What follows belongs to an exercise in optimizing a design on an open flow for small area, a short achievable clock period and few clock cycles; a production flow would make more cautious choices.
In this exercise RTL edits were held to simulation tests only and were not proved equivalent to the original.
No activity file was given, so power comes from the tool's default toggle rates.

### flow/run.sh
#!/bin/bash
# synth_recipe.tcl (not shown) runs the flow's synth.tcl, then flattens the netlist and writes it again
# the make line also repeats each setting of config.mk as NAME=value (left out here)
make -C /OpenROAD-flow-scripts/flow DESIGN_CONFIG=/design/flow/config.mk WORK_HOME=/design/flow/orfs CLKGATE_MAP_FILE= SYNTH_SCRIPT=/design/flow/synth_recipe.tcl finish
### flow/config.mk
export PLATFORM = sky130hd
export DESIGN_NAME = cnc_motion_core
export DESIGN_NICKNAME = cnc_motion_core
export VERILOG_FILES = /design/flow/design.v
export SDC_FILE = /design/flow/constraint.sdc
export NUM_CORES = 4
export LEC_CHECK = 0
export CAP_MARGIN = 20
export CORE_MARGIN = 2
export CORE_UTILIZATION = 30
export PLACE_DENSITY = 0.5
export SLEW_MARGIN = 20
### flow/constraint.sdc
create_clock -name core_clock -period 16.0 [get_ports {clk}]
set_input_delay 3.2000 -clock core_clock [delete_from_list [all_inputs] [get_ports {clk}]]
set_output_delay 3.2000 -clock core_clock [all_outputs]
set_load 0.01 [all_outputs]
### flow/design.v
module ramp_rom (
    input  wire [7:0]  addr,
    output reg  [31:0] data
);
    always @(*) begin
        case (addr)
            8'd0: data = 32'd120;
            8'd1: data = 32'd72;
            8'd2: data = 32'd56;
            8'd3: data = 32'd47;
            8'd4: data = 32'd41;
            8'd5: data = 32'd37;
            8'd6: data = 32'd34;
            8'd7: data = 32'd31;
            8'd8: data = 32'd29;
            8'd9: data = 32'd27;
            8'd10: data = 32'd25;
            8'd11: data = 32'd23;
            8'd12: data = 32'd22;
            8'd13: data = 32'd21;
            8'd14: data = 32'd20;
            8'd15: data = 32'd19;
            8'd16: data = 32'd18;
            8'd17: data = 32'd17;
            8'd18: data = 32'd16;
            8'd19: data = 32'd15;
            8'd20: data = 32'd14;
            8'd21: data = 32'd13;
            8'd22: data = 32'd12;
            8'd23: data = 32'd11;
            8'd24: data = 32'd10;
            8'd25: data = 32'd9;
            8'd26: data = 32'd8;
            8'd27: data = 32'd7;
            8'd28: data = 32'd6;
            8'd29: data = 32'd5;
            8'd30: data = 32'd4;
            8'd31: data = 32'd3;
            8'd32: data = 32'd2;
            8'd33: data = 32'd1;
            8'd34: data = 32'd0;
            8'd35: data = 32'd0;
            8'd36: data = 32'd0;
            8'd37: data = 32'd0;
            8'd38: data = 32'd0;
            8'd39: data = 32'd0;
            8'd40: data = 32'd0;
            8'd41: data = 32'd0;
            8'd42: data = 32'd0;
            8'd43: data = 32'd0;
            8'd44: data = 32'd0;
            8'd45: data = 32'd0;
            8'd46: data = 32'd0;
            8'd47: data = 32'd0;
            8'd48: data = 32'd0;
            8'd49: data = 32'd0;
            8'd50: data = 32'd0;
            8'd51: data = 32'd0;
            8'd52: data = 32'd0;
            8'd53: data = 32'd0;
            8'd54: data = 32'd0;
            8'd55: data = 32'd0;
            8'd56: data = 32'd0;
            8'd57: data = 32'd0;
            8'd58: data = 32'd0;
            8'd59: data = 32'd0;
            8'd60: data = 32'd0;
            8'd61: data = 32'd0;
            8'd62: data = 32'd0;
            8'd63: data = 32'd0;
            8'd64: data = 32'd0;
            8'd65: data = 32'd0;
            8'd66: data = 32'd0;
            8'd67: data = 32'd0;
            8'd68: data = 32'd0;
            8'd69: data = 32'd0;
            8'd70: data = 32'd0;
            8'd71: data = 32'd0;
            8'd72: data = 32'd0;
            8'd73: data = 32'd0;
            8'd74: data = 32'd0;
            8'd75: data = 32'd0;
            8'd76: data = 32'd0;
            8'd77: data = 32'd0;
            8'd78: data = 32'd0;
            8'd79: data = 32'd0;
            8'd80: data = 32'd0;
            8'd81: data = 32'd0;
            8'd82: data = 32'd0;
            8'd83: data = 32'd0;
            8'd84: data = 32'd0;
            8'd85: data = 32'd0;
            8'd86: data = 32'd0;
            8'd87: data = 32'd0;
            8'd88: data = 32'd0;
            8'd89: data = 32'd0;
            8'd90: data = 32'd0;
            8'd91: data = 32'd0;
            8'd92: data = 32'd0;
            8'd93: data = 32'd0;
            8'd94: data = 32'd0;
            8'd95: data = 32'd0;
            8'd96: data = 32'd0;
            8'd97: data = 32'd0;
            8'd98: data = 32'd0;
            8'd99: data = 32'd0;
            8'd100: data = 32'd0;
            8'd101: data = 32'd0;
            8'd102: data = 32'd0;
            8'd103: data = 32'd0;
            8'd104: data = 32'd0;
            8'd105: data = 32'd0;
            8'd106: data = 32'd0;
            8'd107: data = 32'd0;
            8'd108: data = 32'd0;
            8'd109: data = 32'd0;
            8'd110: data = 32'd0;
            8'd111: data = 32'd0;
            8'd112: data = 32'd0;
            8'd113: data = 32'd0;
            8'd114: data = 32'd0;
            8'd115: data = 32'd0;
            8'd116: data = 32'd0;
            8'd117: data = 32'd0;
            8'd118: data = 32'd0;
            8'd119: data = 32'd0;
            8'd120: data = 32'd0;
            8'd121: data = 32'd0;
            8'd122: data = 32'd0;
            8'd123: data = 32'd0;
            8'd124: data = 32'd0;
            8'd125: data = 32'd0;
            8'd126: data = 32'd0;
            8'd127: data = 32'd0;
            8'd128: data = 32'd0;
            8'd129: data = 32'd0;
            8'd130: data = 32'd0;
            8'd131: data = 32'd0;
            8'd132: data = 32'd0;
            8'd133: data = 32'd0;
            8'd134: data = 32'd0;
            8'd135: data = 32'd0;
            8'd136: data = 32'd0;
            8'd137: data = 32'd0;
            8'd138: data = 32'd0;
            8'd139: data = 32'd0;
            8'd140: data = 32'd0;
            8'd141: data = 32'd0;
            8'd142: data = 32'd0;
            8'd143: data = 32'd0;
            8'd144: data = 32'd0;
            8'd145: data = 32'd0;
            8'd146: data = 32'd0;
            8'd147: data = 32'd0;
            8'd148: data = 32'd0;
            8'd149: data = 32'd0;
            8'd150: data = 32'd0;
            8'd151: data = 32'd0;
            8'd152: data = 32'd0;
            8'd153: data = 32'd0;
            8'd154: data = 32'd0;
            8'd155: data = 32'd0;
            8'd156: data = 32'd0;
            8'd157: data = 32'd0;
            8'd158: data = 32'd0;
            8'd159: data = 32'd0;
            8'd160: data = 32'd0;
            8'd161: data = 32'd0;
            8'd162: data = 32'd0;
            8'd163: data = 32'd0;
            8'd164: data = 32'd0;
            8'd165: data = 32'd0;
            8'd166: data = 32'd0;
            8'd167: data = 32'd0;
            8'd168: data = 32'd0;
            8'd169: data = 32'd0;
            8'd170: data = 32'd0;
            8'd171: data = 32'd0;
            8'd172: data = 32'd0;
            8'd173: data = 32'd0;
            8'd174: data = 32'd0;
            8'd175: data = 32'd0;
            8'd176: data = 32'd0;
            8'd177: data = 32'd0;
            8'd178: data = 32'd0;
            8'd179: data = 32'd0;
            8'd180: data = 32'd0;
            8'd181: data = 32'd0;
            8'd182: data = 32'd0;
            8'd183: data = 32'd0;
            8'd184: data = 32'd0;
            8'd185: data = 32'd0;
            8'd186: data = 32'd0;
            8'd187: data = 32'd0;
            8'd188: data = 32'd0;
            8'd189: data = 32'd0;
            8'd190: data = 32'd0;
            8'd191: data = 32'd0;
            8'd192: data = 32'd0;
            8'd193: data = 32'd0;
            8'd194: data = 32'd0;
            8'd195: data = 32'd0;
            8'd196: data = 32'd0;
            8'd197: data = 32'd0;
            8'd198: data = 32'd0;
            8'd199: data = 32'd0;
            8'd200: data = 32'd0;
            8'd201: data = 32'd0;
            8'd202: data = 32'd0;
            8'd203: data = 32'd0;
            8'd204: data = 32'd0;
            8'd205: data = 32'd0;
            8'd206: data = 32'd0;
            8'd207: data = 32'd0;
            8'd208: data = 32'd0;
            8'd209: data = 32'd0;
            8'd210: data = 32'd0;
            8'd211: data = 32'd0;
            8'd212: data = 32'd0;
            8'd213: data = 32'd0;
            8'd214: data = 32'd0;
            8'd215: data = 32'd0;
            8'd216: data = 32'd0;
            8'd217: data = 32'd0;
            8'd218: data = 32'd0;
            8'd219: data = 32'd0;
            8'd220: data = 32'd0;
            8'd221: data = 32'd0;
            8'd222: data = 32'd0;
            8'd223: data = 32'd0;
            8'd224: data = 32'd0;
            8'd225: data = 32'd0;
            8'd226: data = 32'd0;
            8'd227: data = 32'd0;
            8'd228: data = 32'd0;
            8'd229: data = 32'd0;
            8'd230: data = 32'd0;
            8'd231: data = 32'd0;
            8'd232: data = 32'd0;
            8'd233: data = 32'd0;
            8'd234: data = 32'd0;
            8'd235: data = 32'd0;
            8'd236: data = 32'd0;
            8'd237: data = 32'd0;
            8'd238: data = 32'd0;
            8'd239: data = 32'd0;
            8'd240: data = 32'd0;
            8'd241: data = 32'd0;
            8'd242: data = 32'd0;
            8'd243: data = 32'd0;
            8'd244: data = 32'd0;
            8'd245: data = 32'd0;
            8'd246: data = 32'd0;
            8'd247: data = 32'd0;
            8'd248: data = 32'd0;
            8'd249: data = 32'd0;
            8'd250: data = 32'd0;
            8'd251: data = 32'd0;
            8'd252: data = 32'd0;
            8'd253: data = 32'd0;
            8'd254: data = 32'd0;
            8'd255: data = 32'd0;
            default: data = 32'd0;
        endcase
    end
endmodule
module ramp_axis #(
    parameter [31:0] SIGNAL_LENGTH = 32'd2
) (
    input  wire        clk,
    input  wire        rst,
    input  wire        tick,
    input  wire        poll,
    input  wire        set,
    input  wire [31:0] set_target,
    input  wire [1:0]  set_dir,       
    input  wire [31:0] set_cruise,
    output reg  [31:0] position,
    output reg  [31:0] target,
    output wire        on_target,
    output wire        step_pin,
    output reg         dir_pin
);
    reg [1:0]  direction;
    reg [31:0] cruise;
    reg [7:0]  acc_index;
    reg        pulse_high;
    reg        sched;
    reg [31:0] cnt;
    assign on_target = (position == target) && !sched;
    assign step_pin  = pulse_high;
    wire [31:0] dir_ext  = {{30{direction[1]}}, direction};
    wire [31:0] pos_next = position + dir_ext;
    wire signed [32:0] diff = $signed({target[31], target}) - $signed({pos_next[31], pos_next});
    wire [32:0] rem = diff[32] ? (~diff + 33'd1) : diff;
    wire        decel = (rem < {25'd0, acc_index});
    wire [7:0]  tbl_addr = decel ? (acc_index - 8'd1) : acc_index;
    wire [31:0] tbl_val;
    ramp_rom u_rom (
        .addr (tbl_addr),
        .data (tbl_val)
    );
    reg [31:0] ramp_delay;
    reg [7:0]  acc_next;
    always @(*) begin
        if (decel) begin
            acc_next   = acc_index - 8'd1;
            ramp_delay = tbl_val;
        end else if (tbl_val <= cruise) begin
            acc_next   = acc_index;
            ramp_delay = cruise;
        end else begin
            acc_next   = (acc_index == 8'd255) ? acc_index : acc_index + 8'd1;
            ramp_delay = tbl_val;
        end
    end
    wire at_target = (position == target);
    wire [31:0] low_gap = (ramp_delay >= 2 * SIGNAL_LENGTH) ? (ramp_delay - SIGNAL_LENGTH)
                                                            : SIGNAL_LENGTH;
    wire [31:0] cnt_now = (tick && cnt != 32'd0) ? cnt - 32'd1 : cnt;
    always @(posedge clk) begin
        if (rst) begin
            position   <= 32'd0;
            target     <= 32'd0;
            direction  <= 2'b00;
            cruise     <= 32'd0;
            acc_index  <= 8'd0;
            pulse_high <= 1'b0;
            sched      <= 1'b0;
            cnt        <= 32'd0;
            dir_pin    <= 1'b0;
        end else if (set) begin
            target     <= set_target;
            direction  <= set_dir;
            cruise     <= set_cruise;
            acc_index  <= 8'd0;
            pulse_high <= 1'b0;
            sched      <= 1'b0;
            cnt        <= 32'd0;
            if (set_dir != 2'b00)
                dir_pin <= (set_dir == 2'b01);
        end else begin
            cnt <= cnt_now;
            if (poll && !on_target) begin
                if (!sched) begin
                    position  <= pos_next;
                    acc_index <= acc_next;
                    cnt       <= ramp_delay;
                    sched     <= 1'b1;
                end else if (cnt_now == 32'd0) begin
                    if (!pulse_high) begin
                        pulse_high <= 1'b1;
                        cnt        <= SIGNAL_LENGTH;
                    end else begin
                        pulse_high <= 1'b0;
                        if (at_target) begin
                            sched <= 1'b0;
                            cnt   <= 32'd0;
                        end else begin
                            position  <= pos_next;
                            acc_index <= acc_next;
                            cnt       <= low_gap;
                        end
                    end
                end
            end
        end
    end
endmodule
module cnc_motion_core (
    input  wire        clk,
    input  wire        rst,
    input  wire        op_valid,
    output wire        op_ready,
    input  wire [1:0]  op_code,
    input  wire        op_offer,
    input  wire [8:0]  op_addr,
    input  wire [31:0] cmd_dx,
    input  wire [31:0] cmd_dy,
    input  wire [31:0] cmd_dz,
    input  wire [31:0] cmd_speed,
    output reg         rsp_valid,
    output reg         rsp_halted,
    output reg         rsp_consumed,
    output reg  [31:0] rsp_data,
    output wire [2:0]  step,
    output wire [2:0]  dir
);
    localparam [1:0] OP_TICK = 2'd0, OP_READ = 2'd2, OP_SMON = 2'd3;
    localparam [1:0] CAUSE_NONE = 2'd0, CAUSE_ZERO_SPEED = 2'd1, CAUSE_OVERFLOW = 2'd2;
    reg [127:0] q1;               
    reg [1:0]   qlen;
    reg [1:0]   rr_slot;
    reg         halted;
    reg [1:0]   fault_cause;
    reg [1:0]   fault_axis;
    reg  [2:0]  ax_tick, ax_poll, ax_set;
    reg  [31:0] set_target [0:2];
    reg  [1:0]  set_dir    [0:2];
    reg  [31:0] set_cruise [0:2];
    wire [31:0] ax_pos [0:2];
    wire [31:0] ax_tgt [0:2];
    wire [2:0]  ax_on;
    genvar g;
    generate
        for (g = 0; g < 3; g = g + 1) begin : gen_axis
            ramp_axis u_axis (
                .clk        (clk),
                .rst        (rst),
                .tick       (ax_tick[g]),
                .poll       (ax_poll[g]),
                .set        (ax_set[g]),
                .set_target (set_target[g]),
                .set_dir    (set_dir[g]),
                .set_cruise (set_cruise[g]),
                .position   (ax_pos[g]),
                .target     (ax_tgt[g]),
                .on_target  (ax_on[g]),
                .step_pin   (step[g]),
                .dir_pin    (dir[g])
            );
        end
    endgenerate
    wire all_on = &ax_on;
    wire [31:0] rd_tbl;
    ramp_rom u_rd_rom (
        .addr (op_addr[7:0]),
        .data (rd_tbl)
    );
    localparam [3:0] S_IDLE   = 4'd0,
                     S_POLL   = 4'd1,
                     S_INTAKE = 4'd2,
                     S_RETIRE = 4'd3,
                     S_FINISH = 4'd4,
                     D_CHECK  = 4'd5,
                     D_SQRT   = 4'd6,
                     D_SPD    = 4'd7,
                     D_SPDDIV = 4'd8,
                     D_CRU    = 4'd9,
                     D_CRUDIV = 4'd10,
                     D_COMMIT = 4'd11,
                     D_SQ     = 4'd12;
    reg [3:0] state;
    reg [3:0] dec_ret;           
    reg         p_offer;
    reg [127:0] p_cmd;
    reg         p_take;          
    reg         p_pop;           
    reg         p_fault;         
    reg [127:0] d_cmd;
    reg         d_fault;
    reg [1:0]   d_cause, d_axis;
    reg [31:0]  d_tgt [0:2];
    reg [31:0]  d_spd [0:2];
    reg [31:0]  d_cru [0:2];
    reg [31:0]  d_dist;
    reg [1:0]   d_i;
    reg [63:0] sq_x, sq_res, sq_bit;
    reg [63:0] sq_sum;
    reg [63:0] dv_n, dv_q;
    reg [32:0] dv_r;
    reg [31:0] dv_d;
    reg [6:0]  dv_cnt;
    wire [31:0] d_v [0:2];
    assign d_v[0] = d_cmd[31:0];
    assign d_v[1] = d_cmd[63:32];
    assign d_v[2] = d_cmd[95:64];
    wire [31:0] d_speed = d_cmd[127:96];
    wire [31:0] d_abs [0:2];
    wire [32:0] d_sum [0:2];      
    wire [2:0]  d_ovf;
    generate
        for (g = 0; g < 3; g = g + 1) begin : gen_dec
            assign d_abs[g] = d_v[g][31] ? (~d_v[g] + 32'd1) : d_v[g];
            assign d_sum[g] = {ax_pos[g][31], ax_pos[g]} + {d_v[g][31], d_v[g]};
            assign d_ovf[g] = (d_sum[g][32] != d_sum[g][31]);
        end
    endgenerate
    wire [31:0] mul_a  = (state == D_SQ) ? d_abs[d_i] : d_speed;
    wire [63:0] d_prod = mul_a * d_abs[d_i];
    wire [32:0] dv_shift = {dv_r[31:0], dv_n[63]};
    wire        dv_ge    = (dv_shift >= {1'b0, dv_d});
    wire [63:0] sq_try = sq_res + sq_bit;
    wire       is_tick = (op_code == OP_TICK);
    wire [1:0] slot    = is_tick ? rr_slot : op_addr[1:0];
    assign op_ready = (state == S_IDLE);
    wire accept = op_valid && op_ready;
    reg [31:0] rd_reg;
    always @(*) begin
        case (op_addr[3:0])
            4'd0: rd_reg = ax_pos[0];
            4'd1: rd_reg = ax_pos[1];
            4'd2: rd_reg = ax_pos[2];
            4'd3: rd_reg = ax_tgt[0];
            4'd4: rd_reg = ax_tgt[1];
            4'd5: rd_reg = ax_tgt[2];
            4'd6: rd_reg = {22'd0, qlen, 3'd0, halted, fault_cause, fault_axis};
            default: rd_reg = 32'd0;
        endcase
    end
    integer i;
    always @(*) begin
        ax_tick = 3'b000;
        ax_poll = 3'b000;
        ax_set  = 3'b000;
        if (accept && !halted && (op_code == OP_TICK || op_code == OP_SMON)) begin
            if (is_tick)
                ax_tick = 3'b111;
            if (slot != 2'd3 && qlen != 2'd0)
                ax_poll[slot] = 1'b1;
        end
        if (state == D_COMMIT && !d_fault) begin
            for (i = 0; i < 3; i = i + 1)
                ax_set[i] = (d_v[i] != 32'd0) && (d_dist != 32'd0) && (d_speed != 32'd0);
        end
        for (i = 0; i < 3; i = i + 1) begin
            set_target[i] = d_tgt[i];
            set_dir[i]    = (d_v[i] == 32'd0) ? 2'b00 : (d_v[i][31] ? 2'b11 : 2'b01);
            set_cruise[i] = d_cru[i];
        end
    end
    always @(posedge clk) begin
        if (rst) begin
            state        <= S_IDLE;
            dec_ret      <= S_IDLE;
            q1           <= 128'd0;
            qlen         <= 2'd0;
            rr_slot      <= 2'd0;
            halted       <= 1'b0;
            fault_cause  <= CAUSE_NONE;
            fault_axis   <= 2'd3;
            rsp_valid    <= 1'b0;
            rsp_halted   <= 1'b0;
            rsp_consumed <= 1'b0;
            rsp_data     <= 32'd0;
            p_offer      <= 1'b0;
            p_cmd        <= 128'd0;
            p_take       <= 1'b0;
            p_pop        <= 1'b0;
            p_fault      <= 1'b0;
            d_cmd        <= 128'd0;
            d_fault      <= 1'b0;
            d_cause      <= 2'd0;
            d_axis       <= 2'd0;
            d_dist       <= 32'd0;
            d_i          <= 2'd0;
            for (i = 0; i < 3; i = i + 1) begin
                d_tgt[i] <= 32'd0;
                d_spd[i] <= 32'd0;
                d_cru[i] <= 32'd0;
            end
            sq_x   <= 64'd0;
            sq_res <= 64'd0;
            sq_bit <= 64'd0;
            sq_sum <= 64'd0;
            dv_n   <= 64'd0;
            dv_q   <= 64'd0;
            dv_r   <= 33'd0;
            dv_d   <= 32'd0;
            dv_cnt <= 7'd0;
        end else begin
            rsp_valid <= 1'b0;
            case (state)
                S_IDLE: begin
                    if (accept) begin
                        case (op_code)
                            OP_TICK, OP_SMON: begin
                                if (!halted && is_tick)
                                    rr_slot <= rr_slot + 2'd1;
                                rsp_valid    <= 1'b1;
                                rsp_halted   <= halted;
                                rsp_consumed <= 1'b0;
                                rsp_data     <= 32'd0;
                            end
                            OP_READ: begin
                                rsp_valid    <= 1'b1;
                                rsp_halted   <= halted;
                                rsp_consumed <= 1'b0;
                                rsp_data     <= op_addr[8] ? rd_tbl : rd_reg;
                            end
                            default: begin  
                                if (halted) begin
                                    rsp_valid    <= 1'b1;
                                    rsp_halted   <= 1'b1;
                                    rsp_consumed <= 1'b0;
                                    rsp_data     <= 32'd0;
                                end else begin
                                    p_offer <= op_offer;
                                    p_cmd   <= {cmd_speed, cmd_dz, cmd_dy, cmd_dx};
                                    p_take  <= 1'b0;
                                    p_pop   <= 1'b0;
                                    p_fault <= 1'b0;
                                    state   <= S_POLL;
                                end
                            end
                        endcase
                    end
                end
                S_POLL: begin
                    if (p_offer && qlen != 2'd2) begin
                        p_take <= 1'b1;
                        if (qlen == 2'd0) begin
                            d_cmd   <= p_cmd;
                            dec_ret <= S_INTAKE;
                            state   <= D_CHECK;
                        end else begin
                            state <= S_RETIRE;
                        end
                    end else begin
                        state <= S_RETIRE;
                    end
                end
                S_INTAKE: begin
                    if (d_fault) begin
                        p_fault <= 1'b1;
                        state   <= S_FINISH;
                    end else begin
                        state <= S_RETIRE;
                    end
                end
                S_RETIRE: begin
                    if ((qlen + {1'b0, p_take}) != 2'd0 && all_on) begin
                        p_pop <= 1'b1;
                        if ((qlen + {1'b0, p_take}) == 2'd2) begin
                            d_cmd   <= (qlen == 2'd2) ? q1 : p_cmd;
                            dec_ret <= S_FINISH;
                            state   <= D_CHECK;
                        end else begin
                            state <= S_FINISH;
                        end
                    end else begin
                        state <= S_FINISH;
                    end
                end
                S_FINISH: begin
                    if (p_fault || (dec_ret == S_FINISH && p_pop && d_fault)) begin
                        halted       <= 1'b1;
                        fault_cause  <= d_cause;
                        fault_axis   <= d_axis;
                        rsp_halted   <= 1'b1;
                        rsp_consumed <= 1'b0;
                    end else begin
                        if (p_take && p_pop) begin
                            qlen <= qlen;
                        end else if (p_take) begin
                            if (qlen == 2'd1) q1 <= p_cmd;
                            qlen <= qlen + 2'd1;
                        end else if (p_pop) begin
                            qlen <= qlen - 2'd1;
                        end
                        rsp_halted   <= 1'b0;
                        rsp_consumed <= p_take;
                    end
                    rsp_valid <= 1'b1;
                    rsp_data  <= 32'd0;
                    dec_ret   <= S_IDLE;
                    d_fault   <= 1'b0;
                    state     <= S_IDLE;
                end
                D_CHECK: begin
                    d_fault <= 1'b0;
                    for (i = 0; i < 3; i = i + 1)
                        d_tgt[i] <= d_sum[i][31:0];
                    if (d_ovf != 3'b000) begin
                        d_fault <= 1'b1;
                        d_cause <= CAUSE_OVERFLOW;
                        d_axis  <= d_ovf[0] ? 2'd0 : (d_ovf[1] ? 2'd1 : 2'd2);
                        state   <= dec_ret;
                    end else begin
                        sq_sum <= 64'd0;
                        d_i    <= 2'd0;
                        state  <= D_SQ;
                    end
                end
                D_SQ: begin
                    if (d_i == 2'd3) begin
                        sq_x   <= sq_sum;
                        sq_res <= 64'd0;
                        sq_bit <= 64'h4000_0000_0000_0000;
                        state  <= D_SQRT;
                    end else begin
                        sq_sum <= sq_sum + d_prod;
                        d_i    <= d_i + 2'd1;
                    end
                end
                D_SQRT: begin
                    if (sq_bit == 64'd0) begin
                        d_dist <= sq_res[31:0];
                        d_i    <= 2'd0;
                        if (sq_res == 64'd0 || d_speed == 32'd0)
                            state <= D_COMMIT;    
                        else
                            state <= D_SPD;
                    end else begin
                        if (sq_x >= sq_try) begin
                            sq_x   <= sq_x - sq_try;
                            sq_res <= (sq_res >> 1) + sq_bit;
                        end else begin
                            sq_res <= sq_res >> 1;
                        end
                        sq_bit <= sq_bit >> 2;
                    end
                end
                D_SPD: begin
                    if (d_i == 2'd3) begin
                        d_i   <= 2'd0;
                        state <= D_CRU;
                    end else if (d_v[d_i] == 32'd0) begin
                        d_i <= d_i + 2'd1;
                    end else begin
                        dv_n   <= d_prod;
                        dv_d   <= d_dist;
                        dv_q   <= 64'd0;
                        dv_r   <= 33'd0;
                        dv_cnt <= 7'd64;
                        state  <= D_SPDDIV;
                    end
                end
                D_SPDDIV: begin
                    if (dv_cnt == 7'd0) begin
                        d_spd[d_i] <= dv_q[31:0];
                        if (dv_q == 64'd0) begin
                            d_fault <= 1'b1;
                            d_cause <= CAUSE_ZERO_SPEED;
                            d_axis  <= d_i;
                            state   <= dec_ret;
                        end else begin
                            d_i   <= d_i + 2'd1;
                            state <= D_SPD;
                        end
                    end else begin
                        dv_r   <= dv_ge ? (dv_shift - {1'b0, dv_d}) : dv_shift;
                        dv_q   <= {dv_q[62:0], dv_ge};
                        dv_n   <= {dv_n[62:0], 1'b0};
                        dv_cnt <= dv_cnt - 7'd1;
                    end
                end
                D_CRU: begin
                    if (d_i == 2'd3) begin
                        state <= D_COMMIT;
                    end else if (d_v[d_i] == 32'd0) begin
                        d_i <= d_i + 2'd1;
                    end else begin
                        dv_n   <= 64'd1_000_000;
                        dv_d   <= d_spd[d_i];
                        dv_q   <= 64'd0;
                        dv_r   <= 33'd0;
                        dv_cnt <= 7'd64;
                        state  <= D_CRUDIV;
                    end
                end
                D_CRUDIV: begin
                    if (dv_cnt == 7'd0) begin
                        d_cru[d_i] <= dv_q[31:0];
                        d_i        <= d_i + 2'd1;
                        state      <= D_CRU;
                    end else begin
                        dv_r   <= dv_ge ? (dv_shift - {1'b0, dv_d}) : dv_shift;
                        dv_q   <= {dv_q[62:0], dv_ge};
                        dv_n   <= {dv_n[62:0], 1'b0};
                        dv_cnt <= dv_cnt - 7'd1;
                    end
                end
                D_COMMIT: begin
                    state <= dec_ret;
                end
                default: state <= S_IDLE;
            endcase
        end
    end
endmodule
==> flow_metrics.env <==
export IMPL_fmax_ghz=0.06650
export IMPL_row_count=250
export IMPL_path_max_fanout=17
export IMPL_die_area_sq_um=470900
export IMPL_portBuffers=184
export IMPL_finalSetupViolations=0
export IMPL_power_density_nw_per_um2=69.62
export IMPL_dpl_hpwl_microns=424200
export IMPL_crit_required_ns=16.82
export IMPL_drt_vias_per_instance=5.424
export IMPL_grt_max_degree=181
export IMPL_r2r_cells=52
export IMPL_wl_per_cell_microns=23.69
export IMPL_slowest_delay_ns=0.79
export IMPL_r2r_end="sq_sum[60]"
export IMPL_leakagePower_uw=0.06135
export IMPL_ys_seq_area_frac=0.2519
export IMPL_htree_levels=4
export IMPL_areaGrowthSynthToFinish_pct=11.46
export IMPL_antenna_found_initial=32
export IMPL_maxSlewHeadroom=0.1956
export IMPL_grt_pass1_vias=121100
export IMPL_synth_fa_ha_area_frac=0.2077
export IMPL_die_w_microns=686.2
export IMPL_cts_buffers=204
export IMPL_hold_slack_ns=0.4071
export IMPL_drt_drc_violations_left=0
export IMPL_cp_end_kind="flip-flop"
export IMPL_worst_pin_slew_ns=1.183
export IMPL_timing_critical_path_from_type="flip-flop"
export IMPL_pwr_share_seq=0.413
export IMPL_path_common_cell="fa_1"
export IMPL_synthSimpleGateAreaFrac=0.2113
export IMPL_min_period_ns=15.04
export IMPL_syn_inst=17370
export IMPL_rsz0062_at_grt="false"
export IMPL_dpl_worst_slack_ns=0.9629
export IMPL_hold_violations=0
export IMPL_synth_mux_area_frac=0.02020
export IMPL_synthFlopType="dfxtp_1"
export IMPL_core_area_sq_um=463600
export IMPL_switchingPower_uw=3138
export IMPL_fin_crit_sh=0.9399
export IMPL_slowest_stage="o21ai_2"
export IMPL_p_comb_frac=0.138
export IMPL_fill_cells=49130
export IMPL_ys_warn_count=11
export IMPL_ant_nets=0
export IMPL_grt_pass1_wl_microns=819400
export IMPL_internal_power_uw=7697
export IMPL_setup_slack_ns=0.9622
export IMPL_drive_gt1_frac=0.06534
export IMPL_synth_distinct_cells=167
export IMPL_status="timing/DRC/antenna clean"
export IMPL_wl_microns=556300
export IMPL_skew_ns=0.1099
export IMPL_nets=19030
export IMPL_syn_area_sq_um=139600
export IMPL_dr_total_vias=127400
export IMPL_whs_endpoint="gen_axis[1].u_axis.target[10]"
export IMPL_clock_path_buffers=4
export IMPL_worstHoldPathType="flip-flop to flip-flop"
export IMPL_p_clk_frac=0.448
export IMPL_initial_core_util=0.3012
export IMPL_clock_latency_ns=0.97
export IMPL_cts_root_buf="clkbuf_16"
export IMPL_hold_depth=2
export IMPL_firstDrtPassIters=9
export IMPL_synth_seq_cells=1645
export IMPL_synth_edf_count=224
export IMPL_utilization=0.3357
export IMPL_cts_tree="built"
export IMPL_clk_pin_slew_worst_paths_ns=0.06
export IMPL_layout_common_cells="nand2_1 (2867), nor2_1 (1444), dfxtp_1 (1420), inv_1 (1363), a21oi_1 (1316)"
export IMPL_r2r_start="d_cmd[66]"
export IMPL_cap_violations=0
export IMPL_path_class="flip-flop to flip-flop"
export IMPL_vdd_drop_max_mv=0.08630
export IMPL_synth_compound_area_frac=0.1864
export IMPL_final_common_cell="nand2_1"
export IMPL_regArea_sq_um=35180
export IMPL_ioPinCount=185
export IMPL_place_congestion=0.9482
export IMPL_syn_mean_instance_area_sq_um=8.040
export IMPL_die_height_microns=686.2
export IMPL_synth_top_family_by_area="simple AND/OR/NAND/NOR gates"
export IMPL_worst_r2r_setup_slack_ns=0.96
export IMPL_swShare=0.2896
export IMPL_synth_xor_area_frac=0.05714
export IMPL_syn_num_nets=19270
export IMPL_drtIter0Drc=13060
export IMPL_grt_overflow_total=0
export IMPL_final_max_slew_violation_count=0
export IMPL_worstHoldStart="d_tgt[1][10]"
export IMPL_multi_input_area_sq_um=96030
export IMPL_clock_sinks=1645
export IMPL_tns_ns=0
export IMPL_arrival_ns=15.86
export IMPL_grt_use_total=0.2286
export IMPL_synthArstFlopShare=0
## how the worst max path moves through the flow
| stage | startpoint | to | slack, ns | cells after the start |
|---|---|---|---|---|
| 2_1_floorplan | d_cmd[34] | sq_sum[60] | 2.47 | 53 |
| 3_3_place_gp | d_cmd[34] | sq_sum[60] | 1.07 | 52 |
| 3_5_place_dp | d_cmd[66] | sq_sum[60] | 0.96 | 56 |
| 4_1_cts | d_cmd[66] | sq_sum[60] | 0.89 | 56 |
| 5_1_grt | d_cmd[35] | sq_sum[60] | 0.10 | 54 |
| 6_report | d_cmd[66] | sq_sum[60] | 0.96 | 52 |
## registers in the layout (all words and copies together), names as in the netlist, 96 cells and up, named ones only
signal and count:
gen_axis.u_axis.cruise 96, d_tgt 96, gen_axis.u_axis.target 96, d_cmd 128, q1 128, d_cru 96, gen_axis.u_axis.cnt 96, gen_axis.u_axis.position 96
d_spd 128, p_cmd 128
## critical path: cells and delay by family (launching register included)
kind	cells	cell delay, ns
flip-flops	1	0.37
AND/OR/NAND/NOR	15	3.71
AO/OA/AOI/OAI	18	4.98
buffers and inverters	6	0.54
XOR/XNOR	3	0.43
adder cells (fa/ha/maj)	10	4.85
## power groups by stage
stage | combinational (uW) | clock, uW | sequential, uW
after floorplan | 1050 | 0 | 4500
after global placement | 1490 | 0 | 4560
after detailed placement | 1490 | 0 | 4560
after CTS | 1500 | 4960 | 4470
after global routing | 1660 | 5090 | 4490
final | 1500 | 4860 | 4480
## cell families (layout without fill, tap and decap cells)
logic type | count (synthesis) | after routing
AO/OA/AOI/OAI | 3963 | 3963
XOR/XNOR | 894 | 894
adder cells (fa/ha/maj) | 1776 | 1776
buffers and inverters | 2363 | 2290
flip-flops | 1645 | 1645
multiplexers | 237 | 237
other | 0 | 20
AND/OR/NAND/NOR | 6488 | 6488
## area by class of cell
| class | instances | share of cell area |
|---|---|---|
| repair buffers | 549 | 0.02987 |
| clock inverters | 79 | 0.006174 |
| inverters | 1371 | 0.03307 |
| diodes | 20 | 0.0003216 |
| multi-input cells | 13360 | 0.6171 |
| well taps | 6174 | 0.04964 |
| clock buffers | 291 | 0.03785 |
| flip-flops and latches | 1645 | 0.2260 |
## cells in the mapped netlist, drive strengths merged, types with 70 or more instances
| library cell | instances | share of area |
|---|---|---|
| a211oi | 201 | 0.011 |
| a21o | 204 | 0.011 |
| a21oi | 1348 | 0.049 |
| a22oi | 262 | 0.014 |
| a311oi | 152 | 0.0097 |
| a31oi | 179 | 0.0082 |
| and2 | 140 | 0.0063 |
| and3 | 268 | 0.012 |
| buf | 79 | 0.0029 |
| clkbuf | 913 | 0.026 |
| dfxtp | 1421 | 0.20 |
| edfxtp | 224 | 0.048 |
| fa | 908 | 0.13 |
| ha | 854 | 0.077 |
| inv | 1366 | 0.037 |
| mux2i | 186 | 0.013 |
| nand2 | 2878 | 0.077 |
| nand2b | 136 | 0.0061 |
| nand3 | 404 | 0.015 |
| nand4 | 130 | 0.0060 |
| nor2 | 1462 | 0.040 |
| nor2b | 156 | 0.0070 |
| nor3 | 341 | 0.013 |
| nor4 | 160 | 0.0078 |
| o211ai | 107 | 0.0060 |
| o21a | 99 | 0.0053 |
| o21ai | 614 | 0.022 |
| o21bai | 102 | 0.0055 |
| o31ai | 70 | 0.0039 |
| or3 | 135 | 0.0062 |
| xnor2 | 634 | 0.040 |
| xor2 | 254 | 0.016 |
## per-layer routing
| metal | track usage | share of wire | vias up |
|---|---|---|---|
| li1 | - | - | 59460 |
| met1 | 0.3232 | 0.45 | 62460 |
| met2 | 0.3445 | 0.42 | 4649 |
| met3 | 0.04408 | 0.083 | 832 |
| met4 | 0.08258 | 0.041 | 8 |
| met5 | 0 | 0.000099 | - |
## stage by stage
step	total power, uW	cells	cell area [sq um]
global route	11240	23470	155600
finish	10830	23490	155600
floorplan	5547	17370	139600
global placement	6047	23090	148700
detailed placement	6045	23100	148700
CTS	10930	23470	155600
## repair_timing
action                                  4_1_cts  5_1_grt
resized for setup                             0        1
hold buffers                                  0        0
endpoints found under the setup margin        0        2
setup buffers                                 0        0
Testbench counts, summed over its fixed seeds: cycles 738,266.

## static timing again, ports no longer ideal
In the flow no input, the clock included, has a driving cell. The finished layout below was timed again as built, in two steps.
Step 1, drivers: a clkbuf_16 drives clk and a buf_2 each remaining input, both assumed.
Step 2 times the ports against the registers' clock, not the clock port: input delays grow and output delays shrink by t, the midpoint of the rising clock arrivals with the driver on.
Slacks: no drivers / after step 1 / after step 2; pairs: no drivers / after step 1.
t (ns): 1.042
setup slack, ns: 0.962 / 0.962 / 0.962
hold WS [ns]: 0.407 / 0.407 / 0.407
worst setup path at the end: register to register
slew at the worst register clock pin (ns): 0.07 / 0.07
After both steps setup and hold are still met in this run. For this run, drivers alone change the setup slack by 0.000 ns; drivers and shift together by 0.000 ns.
